Background: an optimization exercise with open tools, aiming at small area, a short achievable clock period and few clock cycles. Do not read the settings as production practice.
Only simulation tests tie the RTL to the original design; equivalence was not proved.
Power figures rest on the tool's default switching activity, not on a simulated workload.

## design/flow/design.v

```verilog
module sdl_cc (
    input  wire        clk,
    input  wire        rst,             
    input  wire [15:0] cfg_setpoint,
    input  wire [15:0] cfg_deadband,
    input  wire [6:0]  cfg_base_speed,
    input  wire [6:0]  cfg_max_speed,
    input  wire [6:0]  cfg_init_speed,
    input  wire [6:0]  cfg_creep_step,
    input  wire [31:0] cfg_kp,
    input  wire [31:0] cfg_ki,
    input  wire [31:0] cfg_kd,
    input  wire [31:0] cfg_dt,
    input  wire        cfg_map_mode,    
    input  wire        cfg_sp_sense,    
    input  wire        rq_valid,
    output wire        rq_ready,
    input  wire [19:0] rq_data,
    output reg         mc_valid,
    output wire [16:0] mc_out,
    output wire        fault
);
    localparam [1:0] ST_STOP = 2'd0, ST_ACCEL = 2'd1, ST_CONTROL = 2'd2;
    localparam [3:0] OP_START = 4'h1, OP_STOP = 4'h2, OP_TICK = 4'h3, OP_ITER = 4'h4;
    localparam I_IDLE = 0, I_STEP = 1, I_F1 = 2, I_MAP = 3;
    reg               run_q, sp_q, tick_q, stop_done_q, fault_q;
    reg        [1:0]  fsm_q;
    reg        [6:0]  ramp_q;
    reg signed [7:0]  lspeed_q, rspeed_q;
    reg        [15:0] lpos_q;       
    reg               kind_q;       
    reg        [47:0] int_q;        
    reg        [79:0] p_q;          
    wire       [31:0] kp_r = cfg_kp;
    wire       [31:0] kd_r = cfg_kd;
    wire       [30:0] dt_r = cfg_dt[30:0];
    reg               dt_bad_r;
    reg        [31:0] ki_r;
    reg               pre_q;        
    reg        [62:0] kidt_q;       
    reg        [64:0] kda_q;        
    reg        [30:0] b_q;          
    reg               busy_q;
    reg        [3:0]  dp_q;
    reg               redo_q;       
    reg               rsp_q;        
    reg        [5:0]  cnt_q;        
    reg        [16:0] e_q;          
    reg        [15:0] x_q;          
    reg               xsgn_q;
    reg               inb_q;        
    reg               dn_q, d1_q, d2_q;    
    reg               bx_q;         
    reg        [79:0] wa_q;         
    reg        [48:0] we_q;         
    reg        [47:0] wp_q;         
    reg        [81:0] wb_q;         
    reg        [30:0] rem_q;
    reg        [1:0]  qd_q;
    wire   pid_next;
    assign rq_ready = !busy_q && !(pre_q && pid_next);
    assign fault    = fault_q;
    assign mc_out   = {kind_q, lspeed_q, rspeed_q};
    function [3:0] msb16(input [15:0] v);
        integer i;
        begin
            msb16 = 4'd0;
            for (i = 0; i < 16; i = i + 1)
                if (v[i]) msb16 = i[3:0];
        end
    endfunction
    function [3:0] first_step(input [15:0] u, input [15:0] x);
        reg [15:0] v;
        integer t;
        begin
            v = x;
            for (t = 0; t < 8; t = t + 1)
                v[t] = x[t] | u[2 * t] | ((t > 0) ? u[2 * t - 1] : 1'b0);
            v[8] = x[8] | u[15];
            first_step = msb16(v);
        end
    endfunction
    function [2:0] booth(input [31:0] v, input [5:0] t);
        reg b2, b1, b0;
        begin
            b2 = (t > 6'd15) ? v[31] : v[{t[3:0], 1'b1}];
            b1 = (t > 6'd15) ? v[31] : v[{t[3:0], 1'b0}];
            b0 = (t > 6'd16) ? v[31] : (t == 6'd0) ? 1'b0 : v[{t[4:0], 1'b0} - 6'd1];
            booth = {b2 & !(b1 & b0), b1 ^ b0, (b2 & !b1 & !b0) | (!b2 & b1 & b0)};
        end
    endfunction
    wire [3:0]  rq_op  = rq_data[19:16];
    wire [15:0] rq_arg = rq_data[15:0];
    wire        accept = rq_valid && rq_ready;
    reg [1:0] dest;
    always @(*) begin
        if (!run_q)
            dest = ST_STOP;
        else if (fsm_q == ST_STOP)
            dest = ST_ACCEL;
        else if (sp_q)
            dest = ST_ACCEL;
        else
            dest = ST_CONTROL;
    end
    assign pid_next = tick_q && (dest == ST_CONTROL);
    wire [6:0] ramp_next = (ramp_q + 7'd1 > cfg_max_speed) ? cfg_max_speed : ramp_q + 7'd1;
    wire [16:0] e_p  = {1'b0, rq_arg} - {1'b0, cfg_setpoint};
    wire [16:0] d_p  = {1'b0, rq_arg} - {1'b0, lpos_q};
    wire [16:0] d_n  = {1'b0, lpos_q} - {1'b0, rq_arg};
    wire [15:0] a_x  = d_p[16] ? d_n[15:0] : d_p[15:0];
    wire [16:0] spdb = {1'b0, cfg_setpoint} + {1'b0, cfg_deadband};
    wire [16:0] padb = {1'b0, rq_arg} + {1'b0, cfg_deadband};
    wire        band_arg = ({1'b0, rq_arg} < spdb) && (padb > {1'b0, cfg_setpoint});
    wire [31:0] a_e32 = {{15{e_p[16]}}, e_p};
    wire [3:0]  a_js  = first_step(e_p[15:0] ^ {16{e_p[16]}}, a_x);
    wire [2:0]  a_bd  = booth(a_e32, {2'b00, a_js});
    wire [31:0] l_e32 = {{15{e_q[16]}}, e_q};
    wire st_step = dp_q[I_STEP];
    wire satp    = !we_q[48] &&  we_q[47];
    wire satn    =  we_q[48] && !we_q[47];
    wire sb      = xsgn_q & !pre_q & !redo_q;     
    wire [79:0] ki80 = {{48{ki_r[31]}}, ki_r};
    wire [79:0] fa0  = redo_q ? (rsp_q ? {ki80[32:0], 47'd0} : ~{ki80[32:0], 47'd0}) :
                       pre_q  ? 80'd0 : p_q;
    wire [79:0] fa1  = redo_q ? (rsp_q ? ~ki80 : 80'd0) : wa_q;
    wire [79:0] kidt80 = {{17{kidt_q[62]}}, kidt_q};
    wire [79:0] bk_a   = (d1_q ? kidt80 : 80'd0) | (d2_q ? {kidt80[78:0], 1'b0} : 80'd0);
    wire [79:0] a_op0  = st_step ? {wa_q[77:0], 2'b00} : fa0;
    wire [79:0] a_op1  = st_step ? (bk_a ^ {80{dn_q}}) : fa1;
    wire        a_ci   = st_step ? dn_q : redo_q;
    wire [79:0] a_res;
    bk_add #(.W(80)) u_adda (.a(a_op0), .b(a_op1), .ci(a_ci), .s(a_res));
    wire [48:0] dt49  = {18'd0, dt_r};
    wire [48:0] bk_e  = (d1_q ? dt49 : 49'd0) | (d2_q ? {dt49[47:0], 1'b0} : 49'd0);
    wire [48:0] e_op0 = st_step ? {we_q[46:0], 2'b00} : {int_q[47], int_q};
    wire [48:0] e_op1 = st_step ? (bk_e ^ {49{dn_q}}) : we_q;
    wire        e_ci  = st_step & dn_q;
    wire [48:0] e_res;
    bk_add #(.W(49)) u_adde (.a(e_op0), .b(e_op1), .ci(e_ci), .s(e_res));
    wire [47:0] kp48  = {{16{kp_r[31]}}, kp_r};
    wire [47:0] bk_p  = (d1_q ? kp48 : 48'd0) | (d2_q ? {kp48[46:0], 1'b0} : 48'd0);
    wire [47:0] p_res;
    bk_add #(.W(48)) u_addp (.a({wp_q[45:0], 2'b00}), .b(bk_p ^ {48{dn_q}}), .ci(dn_q), .s(p_res));
    wire [81:0] kd_1  = {{50{kd_r[31]}}, kd_r};
    wire [81:0] qkd   = (qd_q == 2'd2) ? {kd_1[80:0], 1'b0} : (qd_q == 2'd1) ? kd_1 : 82'd0;
    wire [81:0] wa82  = {{2{wa_q[79]}}, wa_q};
    wire [81:0] f0 = {{2{fa0[79]}}, fa0};
    wire [81:0] f1 = pre_q ? 82'd0 : {{2{fa1[79]}}, fa1};
    wire [81:0] f2 = redo_q ? ~wa82 : pre_q ? 82'd0 : {{18{wp_q[47]}}, wp_q, 16'd0};
    wire [81:0] f3 = wb_q ^ {82{sb}};
    wire [81:0] s1 = f0 ^ f1 ^ f2;
    wire [81:0] c1 = {((f0[80:0] & f1[80:0]) | (f0[80:0] & f2[80:0]) | (f1[80:0] & f2[80:0])), redo_q};
    wire [81:0] s2 = s1 ^ c1 ^ f3;
    wire [81:0] c2 = {((s1[80:0] & c1[80:0]) | (s1[80:0] & f3[80:0]) | (c1[80:0] & f3[80:0])), sb | redo_q};
    wire [81:0] z0 = st_step ? {wb_q[80:0], 1'b0} : s2;
    wire [81:0] z1 = st_step ? ((bx_q && !pre_q) ? {{17{kda_q[64]}}, kda_q} : 82'd0) : c2;
    wire [81:0] z2 = st_step ? {qkd[80:0], 1'b0} : redo_q ? 82'd0 : (qkd ^ {82{sb}});
    wire        k3 = !st_step && sb;
    wire [81:0] s3 = z0 ^ z1 ^ z2;
    wire [81:0] c3 = {((z0[80:0] & z1[80:0]) | (z0[80:0] & z2[80:0]) | (z1[80:0] & z2[80:0])), k3};
    wire [81:0] b_res;
    bk_add #(.W(82)) u_addb (.a(s3), .b(c3), .ci(1'b0), .s(b_res));
    wire [32:0] r_add = pre_q ? {32'd0, cnt_q == 6'd32} : (bx_q ? {2'b00, b_q} : 33'd0);
    wire [32:0] r2;
    bk_add #(.W(33)) u_addr (.a({1'b0, rem_q, 1'b0}), .b(r_add), .ci(1'b0), .s(r2));
    wire [33:0] ra    = {2'b00, rem_q, 1'b0};
    wire [33:0] rb    = {1'b0, r_add};
    wire [33:0] n1    = ~{3'b000, dt_r};
    wire [33:0] n2    = ~{2'b00, dt_r, 1'b0};
    wire [33:0] d1, d2;
    bk_add #(.W(34)) u_add1 (.a(ra ^ rb ^ n1), .b({((ra[32:0] & rb[32:0]) | (ra[32:0] & n1[32:0]) | (rb[32:0] & n1[32:0])), 1'b0}), .ci(1'b1), .s(d1));
    bk_add #(.W(34)) u_add2 (.a(ra ^ rb ^ n2), .b({((ra[32:0] & rb[32:0]) | (ra[32:0] & n2[32:0]) | (rb[32:0] & n2[32:0])), 1'b0}), .ci(1'b1), .s(d2));
    wire [1:0]  q_dig = !d2[33] ? 2'd2 : !d1[33] ? 2'd1 : 2'd0;
    wire [30:0] r_nxt = !d2[33] ? d2[30:0] : !d1[33] ? d1[30:0] : r2[30:0];
    wire [5:0]  nidx  = cnt_q - 6'd1;
    wire [31:0] dt32  = {1'b0, dt_r};
    wire [2:0]  n_bd  = booth(pre_q ? dt32 : l_e32, nidx);
    wire        n_bx  = x_q[nidx[3:0]];
    wire        n_neg   = wb_q[81];
    wire        n_inc   = n_neg & (|wb_q[15:0]);         
    wire        mid_one = &wb_q[31:16];
    wire        cnz     = n_inc ? !mid_one : (|wb_q[31:16]);
    wire        big_pos = !n_neg & (|wb_q[80:41]);
    wire        big_neg =  n_neg & !(&wb_q[80:41]);
    wire [9:0]  ch_in   = wb_q[41:32] + {9'd0, n_inc & mid_one};
    wire signed [11:0] ch   = big_pos ? 12'sd511 : big_neg ? -12'sd512 : {{2{ch_in[9]}}, ch_in};
    wire signed [11:0] base = {5'd0, cfg_base_speed};
    wire signed [11:0] l_int = (base - ch) - {11'd0, cnz && (ch < base)};
    wire signed [11:0] r_int = (base + ch) + {11'd0, cnz && (ch < -base)};
    wire signed [11:0] l_creep = {{4{lspeed_q[7]}}, lspeed_q} + {5'd0, cfg_creep_step};
    wire signed [11:0] r_creep = {{4{rspeed_q[7]}}, rspeed_q} + {5'd0, cfg_creep_step};
    wire               creep   = !cfg_map_mode && inb_q;
    wire signed [11:0] l_v     = creep ? l_creep : l_int;
    wire signed [11:0] r_v     = creep ? r_creep : r_int;
    wire signed [11:0] c_hi    = cfg_map_mode ? 12'sd100 : {5'd0, cfg_max_speed};
    wire signed [11:0] c_lo    = cfg_map_mode ? 12'sd0   : -{5'd0, cfg_max_speed};
    wire signed [7:0]  l_map   = (l_v < c_lo) ? c_lo[7:0] : (l_v > c_hi) ? c_hi[7:0] : l_v[7:0];
    wire signed [7:0]  r_map   = (r_v < c_lo) ? c_lo[7:0] : (r_v > c_hi) ? c_hi[7:0] : r_v[7:0];
    always @(posedge clk) begin
        dt_bad_r  <= cfg_dt[31] || (cfg_dt == 32'd0);
        ki_r      <= cfg_ki;
    end
    always @(posedge clk) begin
        if (rst) begin
            run_q       <= 1'b0;
            sp_q        <= 1'b0;
            tick_q      <= 1'b0;
            stop_done_q <= 1'b0;
            fault_q     <= 1'b0;
            fsm_q       <= ST_STOP;
            ramp_q      <= cfg_init_speed;
            lspeed_q    <= 8'sd0;
            rspeed_q    <= 8'sd0;
            lpos_q      <= cfg_setpoint;
            int_q       <= 48'd0;
            p_q         <= 80'd0;
            mc_valid    <= 1'b0;
            kind_q      <= 1'b0;
            busy_q      <= 1'b0;
            redo_q      <= 1'b0;
            pre_q       <= 1'b1;
            dp_q        <= 4'd1 << I_STEP;
            cnt_q       <= 6'd32;
            kidt_q      <= {{31{cfg_ki[31]}}, cfg_ki};
            wa_q        <= 80'd0;
            wb_q        <= 82'd0;
            rem_q       <= 31'd0;
            qd_q        <= 2'd0;
            dn_q        <= 1'b0;
            d1_q        <= 1'b0;
            d2_q        <= 1'b0;
            bx_q        <= 1'b0;
        end else begin
            mc_valid <= 1'b0;
            if (accept && !fault_q) begin
                case (rq_op)
                OP_START: run_q  <= 1'b1;
                OP_STOP:  run_q  <= 1'b0;
                OP_TICK:  tick_q <= 1'b1;
                OP_ITER: begin
                    fsm_q <= dest;
                    if (fsm_q == ST_STOP && dest != ST_STOP)
                        stop_done_q <= 1'b0;
                    case (dest)
                    ST_STOP: if (!stop_done_q) begin
                        mc_valid    <= 1'b1;
                        kind_q      <= 1'b0;
                        lspeed_q    <= 8'sd0;
                        rspeed_q    <= 8'sd0;
                        ramp_q      <= cfg_init_speed;
                        stop_done_q <= 1'b1;
                    end
                    ST_ACCEL: begin
                        ramp_q     <= ramp_next;
                        lspeed_q   <= {1'b0, ramp_next};
                        rspeed_q   <= {1'b0, ramp_next};
                        mc_valid   <= 1'b1;
                        kind_q     <= 1'b1;
                        sp_q       <= band_arg ^ cfg_sp_sense;
                        lpos_q     <= cfg_setpoint;
                        int_q      <= 48'd0;
                        p_q        <= 80'd0;
                    end
                    default: if (tick_q) begin          
                        tick_q <= 1'b0;
                        if (dt_bad_r) begin
                            fault_q <= 1'b1;
                        end else begin
                            busy_q <= 1'b1;
                            sp_q   <= band_arg ^ cfg_sp_sense;
                            lpos_q <= rq_arg;
                            inb_q  <= band_arg;
                            e_q    <= e_p;
                            xsgn_q <= d_p[16];
                            x_q    <= a_x;
                            cnt_q <= {2'b00, a_js};
                            dn_q  <= a_bd[2];
                            d1_q  <= a_bd[1];
                            d2_q  <= a_bd[0];
                            bx_q  <= a_x[a_js];
                            wa_q  <= 80'd0;
                            we_q  <= 49'd0;
                            wp_q  <= 48'd0;
                            wb_q  <= 82'd0;
                            rem_q <= 31'd0;
                            qd_q  <= 2'd0;
                            dp_q  <= 4'd1 << I_STEP;
                        end
                    end
                    endcase
                end
                default: ;
                endcase
            end
            if (dp_q[I_STEP]) begin
                wa_q  <= a_res;
                we_q  <= e_res;
                wp_q  <= p_res;
                wb_q  <= b_res;
                rem_q <= r_nxt;
                qd_q  <= q_dig;
                dn_q  <= n_bd[2];
                d1_q  <= n_bd[1];
                d2_q  <= n_bd[0];
                bx_q  <= n_bx;
                cnt_q <= nidx;
                if (cnt_q == 6'd0)
                    dp_q <= 4'd1 << I_F1;
            end
            if (dp_q[I_F1]) begin
                wb_q <= b_res;
                if (redo_q) begin
                    wa_q   <= a_res;                    
                    redo_q <= 1'b0;
                    dp_q   <= 4'd1 << I_MAP;
                end else if (pre_q) begin
                    kidt_q <= wa_q[62:0];
                    kda_q  <= b_res[64:0];
                    b_q    <= rem_q;
                    pre_q  <= 1'b0;
                    dp_q   <= 4'd1 << I_IDLE;
                end else begin
                    wa_q <= a_res;
                    we_q <= e_res;
                    dp_q <= 4'd1 << I_MAP;
                end
            end
            if (dp_q[I_MAP]) begin
                if (satp || satn) begin
                    redo_q <= 1'b1;
                    rsp_q  <= satp;
                    we_q   <= satp ? 49'h0_7FFF_FFFF_FFFF : 49'h1_8000_0000_0000;
                    dp_q   <= 4'd1 << I_F1;
                end else begin
                    int_q    <= (!cfg_map_mode && inb_q) ? 48'd0 : we_q[47:0];
                    p_q      <= (!cfg_map_mode && inb_q) ? 80'd0 : wa_q;
                    lspeed_q <= l_map;
                    rspeed_q <= r_map;
                    mc_valid <= 1'b1;
                    kind_q   <= 1'b1;
                    busy_q   <= 1'b0;
                    dp_q     <= 4'd1 << I_IDLE;
                end
            end
        end
    end
endmodule
module bk_add #(parameter W = 8) (
    input  wire [W-1:0] a,
    input  wire [W-1:0] b,
    input  wire         ci,
    output wire [W-1:0] s
);
    localparam N = (W <= 2) ? 2 : (W <= 4) ? 4 : (W <= 8) ? 8 : (W <= 16) ? 16 :
                   (W <= 32) ? 32 : (W <= 64) ? 64 : 128;
    reg [N-1:0] g, p;
    integer d, i;
    always @(*) begin
        g = {N{1'b0}};
        p = {N{1'b0}};
        g[W-1:0] = a & b;
        p[W-1:0] = a ^ b;
        g[0] = g[0] | (p[0] & ci);
        for (d = 1; d < N; d = d * 2)
            for (i = 2 * d - 1; i < N; i = i + 2 * d) begin
                g[i] = g[i] | (p[i] & g[i - d]);
                p[i] = p[i] & p[i - d];
            end
        for (d = N / 4; d >= 1; d = d / 2)
            for (i = 3 * d - 1; i < N; i = i + 2 * d) begin
                g[i] = g[i] | (p[i] & g[i - d]);
                p[i] = p[i] & p[i - d];
            end
    end
    assign s = a ^ b ^ {g[W-2:0], ci};
endmodule
```

## design/flow/run.sh

```bash
#!/bin/bash
# synth_recipe.tcl (not shown) runs the flow's synth.tcl, then flattens the netlist and writes it again
# the make line also repeats each setting of config.mk as NAME=value (left out here)
make -C /OpenROAD-flow-scripts/flow DESIGN_CONFIG=/design/flow/config.mk WORK_HOME=/design/flow/orfs CLKGATE_MAP_FILE= SYNTH_SCRIPT=/design/flow/synth_recipe.tcl finish
```

## design/flow/config.mk

```make
export PLATFORM = sky130hd
export DESIGN_NAME = sdl_cc
export DESIGN_NICKNAME = sdl_cc
export VERILOG_FILES = /design/flow/design.v
export SDC_FILE = /design/flow/constraint.sdc
export NUM_CORES = 4
export LEC_CHECK = 0
export CAP_MARGIN = 20
export CORE_MARGIN = 2
export CORE_UTILIZATION = 40
export SETUP_SLACK_MARGIN = 5
export SLEW_MARGIN = 20
```

## design/flow/constraint.sdc

```tcl
create_clock -name core_clock -period 14.0 [get_ports {clk}]
set_input_delay 2.8000 -clock core_clock [delete_from_list [all_inputs] [get_ports {clk}]]
set_output_delay 2.8000 -clock core_clock [all_outputs]
set_load 0.01 [all_outputs]
```

==> impl_metrics.json, run 1 <==
{
  "routed_via_density": 5.85,
  "cts_tree": "yes",
  "num-nets-final": 8835,
  "ys_seq_area_frac": 0.255,
  "cts_inserted_buffers": 92,
  "grt_pass1_vias": 58200,
  "setup_viol_count_final": 0,
  "path_class": "input port to register",
  "synth_fp_nets": 8804,
  "final.setup_skew_ps": 65.1,
  "synth_ff_type": "dfxtp_1",
  "whs_path_depth": 2,
  "rr_worst_depth": 30,
  "drt_pass1_iterations": 6,
  "fmax_mhz": 114,
  "gp_congestion": 0.949,
  "drive_above_1_share": 0.0777,
  "syn2layout_area_growth_pct": 12.0,
  "critical_path.endpoint_type": "register",
  "p_per_area_nw_per_um2": 177,
  "grt_util_all_layers": 0.258,
  "p_leak_nw": 33.7,
  "p_sw_frac": 0.441,
  "overflow": 0,
  "grt_pass1_wl_mm": 350,
  "cp.required_ps": 14580,
  "comb_power_share": 0.570,
  "status": "no timing/DRC/antenna violations",
  "tns_ps": 0,
  "coreArea_um2": 170000,
  "htreeDepth": 3,
  "hp-class": "register to register",
  "vias": 57600,
  "cp_max_fo": 4,
  "clk_latency_ps": 770,
  "internal_power_mw": 7.56,
  "clkSinkCount": 712,
  "holdWs_ps": 465,
  "seq_area_um2": 17400,
  "multiInputGateArea_um2": 47000,
  "avgSynthCellArea_um2": 9.10,
  "initial_utilization": 0.403,
  "worst_pin_slew_ps": 1130,
  "power.switching_mw": 5.97,
  "nFillCells": 16300,
  "drv_cap": 0,
  "portBuffers": 232,
  "crit_arrival_ps": 9350,
  "ant_nets": 0,
  "dp_hpwl_mm": 166,
  "reg2reg_from": "redo_q",
  "yosysWarnings": 7,
  "ioPinCount": 233,
  "async_flop_share": 0,
  "hold_end": "fsm_q[0]",
  "wl_per_cell_um": 23.3,
  "crit_path_top_delay_cell": "fa_1",
  "clock_power_share": 0.186,
  "r2r_end": "wb_q[81]",
  "die_w_um": 417,
  "start_kind": "input port",
  "drcViolationCount": 0,
  "hp-start": "fsm_q[0]",
  "clkTransAtPathRegs_ps": 60,
  "critPathMaxStageDelay_ps": 570,
  "fin_crit_sh": 0.627,
  "synth.distinct_cells": 94,
  "ys_ff_latch": 712,
  "wirelength_mm": 229,
  "cts_root_buf": "clkbuf_16",
  "clockBufferDepth": 3,
  "synth-edff-count": 315,
  "relSlewSlack": 0.250,
  "grt_antenna_before_repair": 6,
  "slew_violations": 0,
  "fin_crit_ps": 8780,
  "synth_area_um2": 68400,
  "regToRegSetupSlack_ps": 5260,
  "rsz0062_at_grt": "yes",
  "critPathMostFrequentCell": "xnor2_1",
  "seqPwrFrac": 0.245,
  "grt_max_degree": 155,
  "die_h_um": 417,
  "num_rows": 151,
  "finalHoldViolCount": 0,
  "drt_iter0_drc": 4765,
  "cp-startpoint": "cfg_kd[2]",
  "synth_cells": 7512,
  "peakVddDrop_v": 0.000115,
  "dieArea_um2": 174000
}
==> state kept, by name (all words and copies together), names as in the netlist, 2 cells and up <==
register  flops
p_q          80
we_q         49
fsm_q         2
lpos_q       16
wb_q         82
wa_q         80
cnt_q         6
lspeed_q      8
x_q          16
kidt_q       63
ki_r         32
qd_q          2
rspeed_q      8
dp_q          3
rem_q        31
kda_q        65
wp_q         48
ramp_q        7
e_q          17
int_q        48
b_q          31
==> how the worst max path moves through the flow <==
stage	endpoint	slack, ps
after floorplan	wb_q[81]	5060
after global placement	wb_q[81]	3700
after detailed placement	wb_q[81]	3550
after CTS	wb_q[81]	4820
after global routing	wb_q[81]	4900
final	wb_q[81]	5220
==> critical path, delay by kind of cell <==
kind / cells / cell delay (ps)
AO/OA/AOI/OAI: 16 / 3270
adder cells (fa/ha/maj): 3 / 1260
AND/OR/NAND/NOR: 4 / 710
buffers and inverters: 3 / 670
XOR/XNOR: 4 / 610
==> cell usage in the layout, fill, tap and decap left out, types with 20 or more instances in the layout <==
cell	netlist	final
clkbuf_1	350	22
o21a_1	43	43
a211oi_1	51	50
a31oi_1	87	85
mux4_2	25	25
a22oi_1	351	350
and2_1	39	38
edfxtp_1	315	315
nand2_1	281	275
a22o_1	77	76
a21o_1	260	260
dfxtp_1	397	390
mux2_2	159	159
ha_1	592	591
mux2i_1	158	156
or2_2	34	34
o21bai_1	69	69
nand4_1	51	51
and3_1	52	52
nand2b_1	61	61
a221oi_1	56	55
nand3_1	122	122
nor2_1	750	737
or3_1	21	20
nor4_1	38	35
nor3_1	46	42
a21oi_1	677	670
fa_1	487	487
nor2b_1	58	53
inv_1	741	738
xnor2_1	403	401
buf_4	2	116
xor2_1	106	106
o21ai_0	289	283
clkbuf_16	0	96
clkdlybuf4s50_1	0	225
==> cell usage after synthesis, types with 56 or more instances <==
master	count	area, um^2
inv_1	741	2780
xnor2_1	403	3530
fa_1	487	9750
clkbuf_1	350	1310
nand2_1	281	1050
nor2b_1	58	363
a22oi_1	351	2640
buf_1	63	236
ha_1	592	7410
dfxtp_1	397	7950
mux2i_1	158	1580
a22o_1	77	674
a21o_1	260	1950
o21ai_0	289	1450
nand2b_1	61	382
nor2_1	750	2820
mux2_2	159	1790
a221oi_1	56	490
edfxtp_1	315	9460
a31oi_1	87	544
a21oi_1	677	3390
o21bai_1	69	518
nand3_1	122	611
xor2_1	106	928
==> power groups by stage <==
stage / Sequential (mW) / Clock, mW / Combinational (mW)
3_3_place_gp: 3.33 / 0 / 7.40
5_1_grt: 3.35 / 2.62 / 8.72
2_1_floorplan: 3.09 / 0 / 5.91
6_report: 3.31 / 2.51 / 7.71
4_1_cts: 3.29 / 2.55 / 7.64
3_5_place_dp: 3.34 / 0 / 7.55
==> per-stage QoR <==
step	instances	worst slack (ps)	power [mW]	util	instance area, um^2
2_1_floorplan	7512	5060	8.99	-	68400
6_report	9842	5220	13.5	0.451	76600
4_1_cts	9814	4820	13.5	0.449	76100
3_5_place_dp	9636	3550	10.9	0.429	72800
5_1_grt	9841	4900	14.7	0.451	76600
3_3_place_gp	9636	3700	10.7	0.429	72800
==> per-layer routing <==
| layer | GRT usage | vias to the layer above | routed length [um] |
|---|---|---|---|
| li1 | - | 26500 | - |
| met1 | 0.320 | 28500 | 92400 |
| met2 | 0.431 | 2090 | 108000 |
| met3 | 0.0359 | 535 | 14400 |
| met4 | 0.148 | 10 | 14700 |
| met5 | 0 | - | 64 |
==> kinds of logic after synthesis <==
logic type               synth area share
buffers and inverters              0.0649
flip-flops                          0.255
AND/OR/NAND/NOR                     0.106
AO/OA/AOI/OAI                       0.200
multiplexers                       0.0585
XOR/XNOR                           0.0652
adder cells (fa/ha/maj)             0.251
==> area by class of cell <==
type / count / area share
Timing Repair Buffer: 361 / 0.0450
Clock buffer: 128 / 0.0341
Sequential cell: 712 / 0.228
Multi-Input combinational cell: 5631 / 0.613
Inverter: 745 / 0.0366
Tap cell: 2218 / 0.0362
Clock inverter: 46 / 0.00711
Antenna cell: 1 / 0.0000327
==> what timing repair did <==
action / in CTS / in global routing
gates cloned: 2 / 2
endpoints found under the hold margin: 0 / 0
resized for setup: 18 / 55
hold buffers: 0 / 0
endpoints found under the setup margin: 37 / 51
pin swaps: 2 / 14
setup buffers: 2 / 25
Testbench counts, summed over its fixed seeds: cycles 50,493.
==> run 2, diff against run 1 <==
--- a/design/flow/design.v
+++ b/design/flow/design.v
@@ -32,10 +32,9 @@
     reg        [47:0] int_q;        
     reg        [79:0] p_q;          
     wire       [31:0] kp_r = cfg_kp;
-    wire       [31:0] kd_r = cfg_kd;
     wire       [30:0] dt_r = cfg_dt[30:0];
     reg               dt_bad_r;
-    reg        [31:0] ki_r;
+    reg        [31:0] ki_r, kd_r;
     reg               pre_q;        
     reg        [62:0] kidt_q;       
     reg        [64:0] kda_q;        
@@ -200,6 +199,7 @@
     always @(posedge clk) begin
         dt_bad_r  <= cfg_dt[31] || (cfg_dt == 32'd0);
         ki_r      <= cfg_ki;
+        kd_r      <= cfg_kd;
     end
     always @(posedge clk) begin
         if (rst) begin
==> run 2 against run 1 <==
  * Critical path type unchanged
  * Area after synthesis up 0.64%
  * Largest cell class unchanged
  * Clock skew down 27 ps
  * Sequential share of layout area up 0.71 points
  * Sequential power up 6.0%
  * Register-to-register slack better by 100 ps
  * Clock power up 6%
==> impl_metrics.json, run 2 <==
{
  "final_cells": 9808,
  "htreeDepth": 3,
  "dp_hpwl_mm": 159,
  "yosysWarnings": 7,
  "relSlewSlack": 0.260,
  "portBuffers": 232,
  "seqPwrFrac": 0.241,
  "ioPinCount": 233,
  "fin_crit_ps": 8700,
  "grt_pass1_wl_mm": 343,
  "clk_latency_ps": 730,
  "clkSinkCount": 744,
  "final.setup_skew_ps": 37.6,
  "fmax_mhz": 115,
  "num_rows": 152,
  "reg.largest.list": "wb_q: 82 flops, p_q: 80 flops, wa_q: 80 flops",
  "die_h_um": 419,
  "grt_antenna_before_repair": 13,
  "synthXorXnorAreaFrac": 0.0650,
  "drive_above_1_share": 0.0800,
  "clock_power_share": 0.182,
  "cts_root_buf": "clkbuf_16",
  "wirelength_mm": 221,
  "cp_num_buf_inv": 1,
  "peakVddDrop_v": 0.000109,
  "gp_congestion": 0.913,
  "cp.required_ps": 14430,
  "synth_top_family_by_area": "adder cells",
  "slew_violations": 0,
  "synthAdderAreaFrac": 0.249,
  "p_leak_nw": 33.6,
  "largest_reg_flops": 82,
  "ys_ff_latch": 744,
  "place_area_um2": 73200,
  "yosys.cell_count.top_type": "inv_1",
  "routed_via_density": 5.79,
  "power.switching_mw": 6.36,
  "cp_max_fo": 6,
  "regMostFlops": "wb_q",
  "cts_inserted_buffers": 96,
  "drt_iter0_drc": 4240,
  "synth-edff-count": 315,
  "drcViolationCount": 0,
  "num-nets-final": 8777,
  "overflow": 0,
  "total_power_mw": 14.5,
  "critical_path.endpoint_type": "register",
  "comb_power_share": 0.577,
  "status": "no timing/DRC/antenna violations",
  "grt_pass1_vias": 58100,
  "finalHoldViolCount": 0,
  "critPathMaxStageDelay_ps": 750,
  "grt_util_all_layers": 0.250,
  "synth.area.mux_share": 0.0540,
  "synth_fp_nets": 8756,
  "cts_tree": "yes",
  "tns_ps": 0,
  "synth_compound_area_frac": 0.200,
  "synthTopCellsByArea": "fa_1 14%, edfxtp_1 14%, dfxtp_1 12%",
  "mostFrequentLayoutCells": "716 x inv_1, 679 x nor2_1, 661 x a21oi_1",
  "crit_chain": "clkdlybuf4s50_1, a22oi_1, xnor2_1, mux2_2, ha_1, o21a_1, o21a_1, o211ai_1, a2111oi_0, or3_1, a221o_1, a31oi_2, o21ai_1, a221o_1, a221o_1, a21o_1, a31o_2, a21o_1, a21o_1, fa_1, xor2_1, a221oi_1, nor2_1",
  "nFillCells": 16500,
  "internal_power_mw": 8.17,
  "worst_pin_slew_ps": 1110,
  "async_flop_share": 0,
  "hp-class": "register to register",
  "synth_top_area_share": 0.142,
  "setup_viol_count_final": 0,
  "final_area_um2": 77000,
  "ctsHoldBuffers": 0,
  "ys_seq_area_frac": 0.262,
  "holdWs_ps": 481,
  "wl_per_cell_um": 22.5,
  "coreArea_um2": 171000,
  "initial_utilization": 0.402,
  "ant_nets": 0,
  "grt_max_degree": 187,
  "synth_ff_type": "dfxtp_1",
  "crit_arrival_ps": 9130,
  "crit_path_top_delay_cell": "clkdlybuf4s50_1",
  "path_class": "input port to register",
  "synth_area_um2": 68800,
  "start_kind": "input port",
  "die_w_um": 419,
  "clkTransAtPathRegs_ps": 60,
  "dieArea_um2": 175000,
  "cp_top_family": "compound AO/OA/AOI/OAI gates",
  "layout_commonest_cell": "inv_1",
  "drv_cap": 0,
  "p_per_area_nw_per_um2": 189,
  "synth_largest_area_cell": "fa_1",
  "synth.distinct_cells": 105,
  "vias": 56800,
  "clockBufferDepth": 3,
  "avgSynthCellArea_um2": 9.22,
  "drt_pass1_iterations": 7,
  "fin_crit_sh": 0.622,
  "rsz0062_at_grt": "no",
  "ys_top_cells_by_count": "717 x inv_1, 689 x nor2_1, 668 x a21oi_1",
  "synth-simple-area-share": 0.105,
  "p_sw_frac": 0.437,
  "syn2layout_area_growth_pct": 11.9,
  "dp_cells": 9605,
  "synth_cells": 7464
}
[run 2: worst paths after layout]
check | to | slack (ps) | from | cells past startpoint
min | p_q[43] | 480 | p_q[43] | 1
max reg2reg | wa_q[78] | 5360 | dp_q[1] | 24
max | we_q[45] | 5300 | cfg_dt[5] | 23
min reg2reg | p_q[43] | 480 | p_q[43] | 1
[run 2: what timing repair did]
action	4_1_cts	5_1_grt
buffers inserted	1	12
pin swaps	1	6
cloned	0	1
endpoints found under the setup margin	31	33
gates resized for setup	19	81
[run 2: cell type report]
cell class                      count  area, um^2  share of cell area
Tap cell                         2233        2790              0.0363
Clock inverter                     39         500             0.00650
Sequential cell                   744       18100               0.235
Clock buffer                      139        2800              0.0363
Timing Repair Buffer              341        3330              0.0433
Antenna cell                       10        25.0            0.000325
Multi-Input combinational cell   5576       46700               0.607
Inverter                          726        2740              0.0356
[run 2: through the flow]
stage,utilization,setup slack (ps)
after floorplan,-,5390
after global placement,0.428,3800
after detailed placement,0.428,3980
after CTS,0.447,4950
after global routing,0.450,5000
final,0.450,5300
[run 2: kinds of logic (layout without fill, tap and decap cells)]
logic type	Yosys count	count (layout)
muxes	325	325
buffers and inverters	1145	1245
adders and majority gates	1079	1079
AOI/OAI and AO/OA	2109	2110
and+or+nand+nor	1552	1552
xor gates and xnor gates	510	510
DFF	744	744
other	0	10
[run 2: power groups by stage]
stage	sequential (mW)	combinational, mW	clock (mW)
2_1_floorplan	3.27	6.47	0
3_3_place_gp	3.52	8.07	0
3_5_place_dp	3.53	8.23	0
4_1_cts	3.49	8.32	2.68
5_1_grt	3.55	9.51	2.77
6_report	3.51	8.38	2.65
[run 2: layer usage]
metal | GRT usage | share of wire | vias to the layer above
met5 | 0 | 0.000032 | -
met2 | 0.431 | 0.49 | 1819
met1 | 0.312 | 0.41 | 28100
li1 | - | - | 26400
met3 | 0.0302 | 0.054 | 489
met4 | 0.115 | 0.049 | 2
Testbench counts of run 2, summed over its fixed seeds: cycles 50,493.

what the ideal ports hide:
The results above use ideal ports. As a check the final layouts listed here were re-extracted and re-timed, cells and wires unchanged.
Step 1: set_driving_cell puts a clkbuf_16 on clk and a buf_2 on each other input, an assumption about the parent block.
Step 2, shift: input delay + t, output delay - t, t = (earliest + latest rising clock arrival at the registers) / 2. This alone moves slack from input paths to output paths.
Three values: ideal, step 1, step 2; two values: the first two.
run | t (ns) | setup slack, ns | hold slack, ns | pins driven straight from the clock port
run 1 | 0.828 | 5.223 / 5.262 / 4.447 | 0.465 / 0.465 / 0.465 | 1
run 2 | 0.800 | 5.298 / 5.292 / 4.492 | 0.481 / 0.481 / 0.481 | 1
After both steps setup and hold are still met in every run listed. For run 2, which loses most, drivers alone change the setup slack by -0.006 ns; drivers and shift together by -0.806 ns.
